Background: an optimization exercise with open tools, aiming at small area, a short achievable clock period and few clock cycles. Do not read the settings as production practice. The RTL of this run was laid out without a check of its function.

**flow/run.sh**
```bash
#!/bin/bash
# synth_recipe.tcl (not shown) runs the flow's synth.tcl, then flattens the netlist and writes it again
# the make line also repeats each setting of config.mk as NAME=value (left out here)
make -C /OpenROAD-flow-scripts/flow DESIGN_CONFIG=/design/flow/config.mk WORK_HOME=/design/flow/orfs CLKGATE_MAP_FILE= SYNTH_SCRIPT=/design/flow/synth_recipe.tcl finish
```
**flow/constraint.sdc**
```tcl
create_clock -name core_clock -period 27.0 [get_ports {clk}]
set_input_delay 5.4000 -clock core_clock [delete_from_list [all_inputs] [get_ports {clk}]]
set_output_delay 5.4000 -clock core_clock [all_outputs]
set_load 0.01 [all_outputs]
```
**flow/design.v**
```verilog
module omd_round (
    input  wire               sign,
    input  wire signed [13:0] bexp,
    input  wire        [54:0] sig,
    output wire        [63:0] result
);
    wire        norm  = (bexp >= 14'sd1);
    wire [13:0] rsh_f = 14'd1 - bexp;
    wire [5:0]  rsh   = norm ? 6'd0 : ((|rsh_f[13:6]) ? 6'd63 : rsh_f[5:0]);
    wire [54:0] sh    = sig >> rsh;
    wire [54:0] lmask = ~({55{1'b1}} << rsh);
    wire        stk   = sh[0] | (|(sig & lmask));
    wire [10:0] efield = norm ? bexp[10:0] : 11'd0;
    wire [62:0] pk     = {efield, sh[53:2]};
    wire        inc    = sh[1] & (stk | sh[2]);
    wire [62:0] rounded = pk + {62'd0, inc};
    wire ovf = (bexp >= 14'sd2047);
    assign result = ovf ? {sign, 11'h7ff, 52'd0} : {sign, rounded};
endmodule
module omd_fpu (
    input  wire        clk,
    input  wire        rst,
    input  wire        in_valid,
    output wire        in_ready,
    input  wire [1:0]  op,
    input  wire [63:0] a,
    input  wire [63:0] b,
    output reg         out_valid,
    output reg  [63:0] result
);
    localparam [63:0] QNAN = 64'h7ff8_0000_0000_0000;
    reg               in_ready_r;
    reg               s0_v;
    reg  [1:0]        s0_op;
    reg  [63:0]       a_r, b_r;
    reg  signed [7:0] eadj;        
    reg               div_run;
    reg  [3:0]        div_cnt;
    reg  [2:0]        rext;        
    reg  [55:0]       quo;
    reg  [1:0]        div_spec;
    assign in_ready = in_ready_r;
    wire        sa = a_r[63];
    wire        sb = b_r[63] ^ (s0_op == 2'd1);
    wire [10:0] ea = a_r[62:52];
    wire [10:0] eb = b_r[62:52];
    wire [51:0] fa = a_r[51:0];
    wire [51:0] fb = b_r[51:0];
    wire a_ez = (ea == 11'd0), b_ez = (eb == 11'd0);
    wire a_em = (ea == 11'h7ff), b_em = (eb == 11'h7ff);
    wire a_fz = (fa == 52'd0), b_fz = (fb == 52'd0);
    wire a_nan = a_em & ~a_fz, b_nan = b_em & ~b_fz;
    wire a_inf = a_em & a_fz,  b_inf = b_em & b_fz;
    wire a_zero = a_ez & a_fz, b_zero = b_ez & b_fz;
    wire a_sub = a_ez & ~a_fz, b_sub = b_ez & ~b_fz;
    reg s1_v, s1_mul, s2_v, s2_mul;
    wire s1_mulq = s1_v & s1_mul;
    wire s2_mulq = s2_v & s2_mul;
    wire s0_is_add = ~s0_op[1];
    wire s0_is_mul = (s0_op == 2'd2);
    wire s0_is_div = (s0_op == 2'd3);
    wire any_sub   = a_sub | b_sub;
    wire norm_now  = s0_v & s0_op[1] & ~div_run & any_sub;
    wire mul_go    = s0_v & s0_is_mul & ~any_sub & ~s1_mulq & ~s2_mulq;
    wire s0_go     = (s0_v & s0_is_add) | mul_go;
    wire div_start = s0_v & s0_is_div & ~div_run & ~any_sub;
    wire div_fin   = div_run & (div_cnt == 4'd13);
    wire s0_free   = ~s0_v | s0_go | div_fin;
    wire in_a_sub = (a[62:52] == 11'd0) & (a[51:0] != 52'd0);
    wire in_b_sub = (b[62:52] == 11'd0) & (b[51:0] != 52'd0);
    wire accept   = in_valid & in_ready_r;
    wire rdy_acc  = ~op[1] | (~op[0] & ~in_a_sub & ~in_b_sub & ~mul_go & ~s1_mulq);
    wire rdy_hold = s0_is_mul ? (~any_sub & ~s1_mulq) : (div_run & (div_cnt == 4'd12));
    wire rdy_next = accept ? rdy_acc : (s0_free ? 1'b1 : rdy_hold);
    wire [54:0] rem0 = div_run ? {rext, fa} : {3'b001, fa};
    wire [52:0] dvs  = {1'b1, fb};
    wire [55:0] d0 = {1'b0, rem0} - {3'b000, dvs};
    wire        q0 = ~d0[55];
    wire [54:0] rem1 = q0 ? {d0[53:0], 1'b0} : {rem0[53:0], 1'b0};
    wire [55:0] d1 = {1'b0, rem1} - {3'b000, dvs};
    wire        q1 = ~d1[55];
    wire [54:0] rem2 = q1 ? {d1[53:0], 1'b0} : {rem1[53:0], 1'b0};
    wire [55:0] d2 = {1'b0, rem2} - {3'b000, dvs};
    wire        q2 = ~d2[55];
    wire [54:0] rem3 = q2 ? {d2[53:0], 1'b0} : {rem2[53:0], 1'b0};
    wire [55:0] d3 = {1'b0, rem3} - {3'b000, dvs};
    wire        q3 = ~d3[55];
    wire [54:0] rem4 = q3 ? {d3[53:0], 1'b0} : {rem3[53:0], 1'b0};
    wire [55:0] quo_fin = {quo[51:0], q0, q1, q2, q3};
    wire        div_stk = (rem4 != 55'd0);
    wire signed [13:0] div_e = $signed({3'b000, ea}) - $signed({3'b000, eb})
                             + {{6{eadj[7]}}, eadj} + 14'sd1022;
    always @(posedge clk) begin
        if (rst) begin
            in_ready_r <= 1'b1;
            s0_v       <= 1'b0;
            div_run    <= 1'b0;
        end else begin
            in_ready_r <= rdy_next;
            if (in_ready_r)
                s0_v <= in_valid;
            else if (s0_free)
                s0_v <= 1'b0;
            if (div_fin)
                div_run <= 1'b0;
            else if (div_start)
                div_run <= 1'b1;
        end
        if (in_ready_r) begin
            s0_op <= op;
            a_r   <= a;
            b_r   <= b;
            eadj  <= 8'sd0;
        end else if (norm_now) begin
            if (a_sub) begin
                a_r[51:0] <= {fa[50:0], 1'b0};
                if (fa[51]) a_r[62:52] <= 11'd1;
                eadj <= eadj - 8'sd1;
            end else begin
                b_r[51:0] <= {fb[50:0], 1'b0};
                if (fb[51]) b_r[62:52] <= 11'd1;
                eadj <= s0_is_mul ? eadj - 8'sd1 : eadj + 8'sd1;
            end
        end else if (div_start | div_run) begin
            a_r[51:0] <= rem4[51:0];
        end
        if (div_start | div_run) begin
            rext    <= rem4[54:52];
            quo     <= quo_fin;
            div_cnt <= div_run ? div_cnt + 4'd1 : 4'd1;
        end
        if (div_start) begin
            if (a_nan | b_nan | (a_zero & b_zero) | (a_inf & b_inf))
                div_spec <= 2'd1;
            else if (a_inf | b_zero)
                div_spec <= 2'd2;
            else if (a_zero | b_inf)
                div_spec <= 2'd3;
            else
                div_spec <= 2'd0;
        end
    end
    reg  [51:0] ma_r;
    reg  [35:0] mbh_r;
    reg  [52:0] macc_r;
    reg         mstk;
    wire        arr_sel = s1_mulq | s2_mulq;
    wire [52:0] mcand   = {1'b1, arr_sel ? ma_r : fa};
    wire [17:0] chunk   = arr_sel ? mbh_r[17:0] : fb[17:0];
    wire [52:0] addend  = arr_sel ? macc_r : 53'd0;
    wire [70:0] prod    = {18'd0, addend} + mcand * chunk;
    always @(posedge clk) begin
        if (mul_go) begin
            ma_r   <= fa;
            mbh_r  <= {2'b01, fb[51:18]};
            macc_r <= prod[70:18];
            mstk   <= |prod[17:0];
        end else if (s1_mulq) begin
            mbh_r  <= {18'd0, mbh_r[35:18]};
            macc_r <= prod[70:18];
            mstk   <= mstk | (|prod[17:0]);
        end
    end
    wire        swap = (b_r[62:0] > a_r[62:0]);
    wire [10:0] xa = a_ez ? 11'd1 : ea;
    wire [10:0] xb = b_ez ? 11'd1 : eb;
    wire [10:0] dab = xa - xb;
    wire [10:0] dba = xb - xa;
    wire [10:0] diff = swap ? dba : dab;
    wire [5:0]  dsh  = ((|diff[10:6]) || (diff[5:0] > 6'd60)) ? 6'd60 : diff[5:0];
    wire [52:0] ma = {~a_ez, fa};
    wire [52:0] mb = {~b_ez, fb};
    reg         add_nan, add_inf, add_zero, add_ssgn;
    always @* begin
        add_nan  = a_nan | b_nan | (a_inf & b_inf & (sa ^ sb));
        add_inf  = a_inf | b_inf;
        add_zero = a_zero & b_zero;
        add_ssgn = add_inf ? (a_inf ? sa : sb) : (sa & sb);
    end
    wire [1:0] add_spec = add_nan ? 2'd1 : add_inf ? 2'd2 : add_zero ? 2'd3 : 2'd0;
    wire       add_sign = (add_spec != 2'd0) ? add_ssgn : (swap ? sb : sa);
    wire [1:0] mul_spec = (a_nan | b_nan | (a_inf & b_zero) | (a_zero & b_inf)) ? 2'd1 :
                          (a_inf | b_inf) ? 2'd2 :
                          (a_zero | b_zero) ? 2'd3 : 2'd0;
    wire signed [13:0] mul_e = $signed({3'b000, xa}) + $signed({3'b000, xb})
                             + {{6{eadj[7]}}, eadj} - 14'sd1023;
    reg  [1:0]  s1_spec;
    reg         s1_sign, s1_esub;
    reg  [13:0] s1_e;
    reg  [5:0]  s1_dsh;
    reg  [52:0] s1_mbig, s1_msml;
    always @(posedge clk) begin
        if (rst) s1_v <= 1'b0;
        else     s1_v <= s0_go;
        s1_mul  <= s0_is_mul;
        s1_spec <= s0_is_mul ? mul_spec : add_spec;
        s1_sign <= s0_is_mul ? (a_r[63] ^ b_r[63]) : add_sign;
        s1_e    <= s0_is_mul ? mul_e : {3'b000, swap ? xb : xa};
        s1_esub <= sa ^ sb;
        s1_dsh  <= dsh;
        s1_mbig <= swap ? mb : ma;
        s1_msml <= swap ? ma : mb;
    end
    wire [54:0] al_in = {s1_msml, 2'b00};
    wire [54:0] al_sh = al_in >> s1_dsh;
    wire [54:0] al_lm = ~({55{1'b1}} << s1_dsh);
    wire        al_st = |(al_in & al_lm);
    wire [56:0] opa   = {1'b0, s1_mbig, 3'b000};
    wire [56:0] opb   = {1'b0, al_sh, al_st};
    wire [56:0] sum   = s1_esub ? (opa - opb) : (opa + opb);
    reg  [1:0]  s2_spec;
    reg         s2_sign;
    reg  [13:0] s2_e;
    reg  [56:0] s2_sum;
    always @(posedge clk) begin
        if (rst) s2_v <= 1'b0;
        else     s2_v <= s1_v;
        s2_mul  <= s1_mul;
        s2_spec <= s1_spec;
        s2_sign <= s1_sign;
        s2_e    <= s1_e;
        s2_sum  <= sum;
    end
    wire [63:0] n0 = {s2_sum, 7'd0};
    wire        z5 = (n0[63:32] == 32'd0);
    wire [63:0] n1 = z5 ? {n0[31:0], 32'd0} : n0;
    wire        z4 = (n1[63:48] == 16'd0);
    wire [63:0] n2 = z4 ? {n1[47:0], 16'd0} : n1;
    wire        z3 = (n2[63:56] == 8'd0);
    wire [63:0] n3 = z3 ? {n2[55:0], 8'd0} : n2;
    wire        z2 = (n3[63:60] == 4'd0);
    wire [63:0] n4 = z2 ? {n3[59:0], 4'd0} : n3;
    wire        z1 = (n4[63:62] == 2'd0);
    wire [63:0] n5 = z1 ? {n4[61:0], 2'd0} : n4;
    wire        z0 = ~n5[63];
    wire [63:0] n6 = z0 ? {n5[62:0], 1'd0} : n5;
    wire [5:0]  lz = {z5, z4, z3, z2, z1, z0};
    wire [54:0] add_sig = {n6[63:10], |n6[9:7]};
    wire        sum_zero = (s2_sum == 57'd0);
    reg         s3_v;
    reg  [1:0]  s3_spec;
    reg         s3_sign;
    reg  [13:0] s3_e;
    reg  [69:0] s3_f;
    reg         s3_stk;
    always @(posedge clk) begin
        if (rst) s3_v <= 1'b0;
        else     s3_v <= s2_v | div_fin;
        if (div_fin) begin
            s3_spec <= div_spec;
            s3_sign <= a_r[63] ^ b_r[63];
            s3_e    <= div_e;
            s3_f    <= {quo_fin, 14'd0};
            s3_stk  <= div_stk;
        end else if (s2_mul) begin
            s3_spec <= s2_spec;
            s3_sign <= s2_sign;
            s3_e    <= s2_e;
            s3_f    <= prod[69:0];
            s3_stk  <= mstk;
        end else begin
            s3_spec <= (s2_spec == 2'd0 && sum_zero) ? 2'd3 : s2_spec;
            s3_sign <= (s2_spec == 2'd0 && sum_zero) ? 1'b0 : s2_sign;
            s3_e    <= s2_e - {8'd0, lz};
            s3_f    <= {add_sig, 15'd0};
            s3_stk  <= 1'b0;
        end
    end
    wire        hi   = s3_f[69];
    wire [54:0] rsig = hi ? {s3_f[69:16], (|s3_f[15:0]) | s3_stk}
                          : {s3_f[68:15], (|s3_f[14:0]) | s3_stk};
    wire signed [13:0] rexp = s3_e + {13'd0, hi};
    wire [63:0] rounded;
    omd_round u_round (
        .sign  (s3_sign),
        .bexp  (rexp),
        .sig   (rsig),
        .result(rounded)
    );
    always @(posedge clk) begin
        if (rst) out_valid <= 1'b0;
        else     out_valid <= s3_v;
        case (s3_spec)
            2'd1:    result <= QNAN;
            2'd2:    result <= {s3_sign, 11'h7ff, 52'd0};
            2'd3:    result <= {s3_sign, 63'd0};
            default: result <= rounded;
        endcase
    end
endmodule
```
**flow/config.mk**
```make
export PLATFORM = sky130hd
export DESIGN_NAME = omd_fpu
export DESIGN_NICKNAME = omd_fpu
export VERILOG_FILES = /design/flow/design.v
export SDC_FILE = /design/flow/constraint.sdc
export NUM_CORES = 4
export LEC_CHECK = 0
export CAP_MARGIN = 20
export CORE_MARGIN = 2
export CORE_UTILIZATION = 35
export PLACE_DENSITY = 0.5
export SLEW_MARGIN = 20
```
==> results.cfg <==
[clock_tree]
clk-insertion-delay-late_ps = 860
clockBufferDepth = 4
numCtsBuffers = 99
root_buffer = clkbuf_16
ctsHoldBuffers = 0
cts_setup_buffers = 0
cts_resized = 0
cts.sinks = 705
htree_levels = 3
clk_pin_slew_ps = 60
tritoncts = yes

[detailed_routing]
first_pass_iters = 10
wl_per_cell_um = 30.8
vias_per_cell = 5.93
ant_nets = 0
drtIter0Drc = 10475
routed_wl_um = 484000
drcViolationCount = 0
vias = 93148

[min_path]
hold_path_class = reg -> reg
min_from = s1_e[13]
hold_depth = 0

[setup_path]
startpoint_type = register
slowest_stage = o211ai_1
crit_start = a_r[4]
r2r_cells = 58
cp.required_ps = 27540
r2r-start = a_r[4]
slowest_delay_ps = 870
worstSetupPathDepth = 58
cp_top_family = compound AO/OA/AOI/OAI gates
crit_path_frequent_cell = o21ai_0
crit_buf_inv = 9
path_class = reg -> reg
cp.arrival_ps = 22880
worst-path-max-fanout = 52
crit_path_end_kind = register

[finish]
nNetsFinal = 13528
final_common_cell = nand2_1
syn_to_final_growth_pct = 10.6
multi_input_area_um2 = 71600
drive_above_1_share_pct = 6.79
final_cell_area_um2 = 106000
fill_cells = 28170
post-route-util_pct = 38.9
layout.cells.non_filler = 15716
register_area_um2 = 17400
layout_common_cells = nand2_1, inv_1, nor2_1

[synthesis]
synthArstFlopShare_pct = 0
synth_edf_count = 331
ys_seq_elements = 705
synth_compound_area_share_pct = 19.2
synth_xor_area_share_pct = 4.10
syn_nets = 13626
synth_top_family_by_area = adder cells
synth_area_per_cell_um2 = 8.01
ys_top_cells_by_area = fa_1, edfxtp_1, ha_1
ys.flop_type = dfxtp_1
netlist_area_um2 = 96000
yosysSeqAreaShare_pct = 18.2
synth.distinct_cells = 125
yosys.area.top_type_share_pct = 18.3
syn-instance-count = 11973
synthAdderAreaFrac_pct = 26.7
synthSimpleGateAreaFrac_pct = 18.8
ys_warn_count = 1
muxShareOfSynthArea_pct = 5.29
yosys.area.top_type = fa_1

[placed_design]
dpl_cell_area_um2 = 102000
place_congestion = 1.05
dp_hpwl_um = 393000
portBuffers = 198
dp_slack_ps = 5310
dp_cells = 15362

[sta]
worst_pin_slew_ps = 1350
slew_viol_final = 0
setup_slack_ps = 4650
maxClockFrequency_mhz = 44.8
slew_headroom_pct = 8.93
setup_tns_ps = 0
hold_viol = 0
skew_ps = 80.0
report.final.setup_viol = 0
holdWs_ps = 325
rsz0062_at_grt = false
fin_crit_sh_pct = 82.8
final.min_clock_period_ps = 22350

[grt]
grtUsageTotal_pct = 33.8
antenna_found_initial = 66
grt_pass1_wl_um = 680000
grt_max_degree = 86
grt_pass1_vias = 90465
grt_overflow = 0

[floorplan]
rows = 192
coreArea_um2 = 273000
die_area_um2 = 278000
chipWidth_um = 528
initial_core_util_pct = 35.1
io_pins = 199
die_h_um = 528

[run_status]
run_status = timing/DRC/antenna clean

[run]
cap_violations = 0
-- cell families (layout without fill, tap and decap cells) --
group	count (synthesis)	count (layout)
mux	455	455
flops	705	705
other cells	0	174
simple gates	4017	4017
buf+inv	1931	1911
fa+ha+maj	1522	1522
compound gates	2896	2896
xor+xnor	447	447
-- worst paths after layout --
check / endpoint / slack, ps
hold reg to reg: s2_e[13] / 320
setup reg to reg: a_r[29] / 4650
hold / removal: s2_e[13] / 320
setup / recovery: a_r[29] / 4650
-- sequential cells by signal, summed over array words and instances (netlist names), 53 cells and up --
register / cells
s3_f: 70
a_r: 64
b_r: 64
result: 64
s2_sum: 57
macc_r: 53
s1_mbig: 53
s1_msml: 53
-- worst register-to-register path, delay by kind of cell, from the launching register on --
family                     cells  cell delay (ps)
and+or+nand+nor                7             1680
muxes                          3              970
adders and majority gates      4             1600
buffers and inverters          9             3590
AOI/OAI and AO/OA             35            13550
DFF                            1              690
-- synthesized netlist by cell type (92+ instances only) --
library cell / n
a211oi_1: 104
a21o_1: 242
a21oi_1: 731
a31oi_1: 106
and2_1: 137
clkbuf_1: 532
dfxtp_1: 374
edfxtp_1: 331
fa_1: 878
ha_1: 642
inv_1: 1237
mux2_2: 134
mux2i_1: 292
nand2_1: 1825
nand2b_1: 92
nand3_1: 186
nand4_1: 95
nor2_1: 991
nor3_1: 176
nor4_1: 155
o211ai_1: 104
o21ai_0: 776
xnor2_1: 284
xor2_1: 160
-- layout make-up --
type	count	area share, %
inverter	1251	4.42
sequential	705	16.4
multi-input combinational	9337	67.5
antenna	174	0.410
clock buffer	125	2.60
timing repair buffer	481	3.88
tap	3589	4.23
clock inverter	54	0.538
-- layer usage --
layer	routed length (um)	part of all wire [%]	GRT usage, %	vias up
met5	90	0.019	0	-
met4	28300	5.9	17.7	14
met3	36900	7.6	4.58	811
met1	205000	42	45.6	46703
met2	214000	44	52.7	4594
li1	-	-	-	41026

static timing again, ports no longer ideal:
The results above use ideal ports. As a check the final layout listed here was re-extracted and re-timed, cells and wires unchanged.
Step 1, drivers: a clkbuf_16 drives clk and a buf_2 each remaining input, both assumed.
Step 2 times the ports against the registers' clock, not the clock port: input delays grow and output delays shrink by t, the midpoint of the rising clock arrivals with the driver on.
Three values: ideal, step 1, step 2; two values: the first two.
shift t [ns]: 0.924
setup WS [ns]: 4.654 / 4.654 / 4.654
worst hold slack (ns): 0.325 / 0.325 / 0.325
worst register clock-pin slew, ns: 0.07 / 0.07
After both steps setup and hold are still met in this run. For this run, drivers alone change the setup slack by 0.000 ns; drivers and shift together by 0.000 ns.
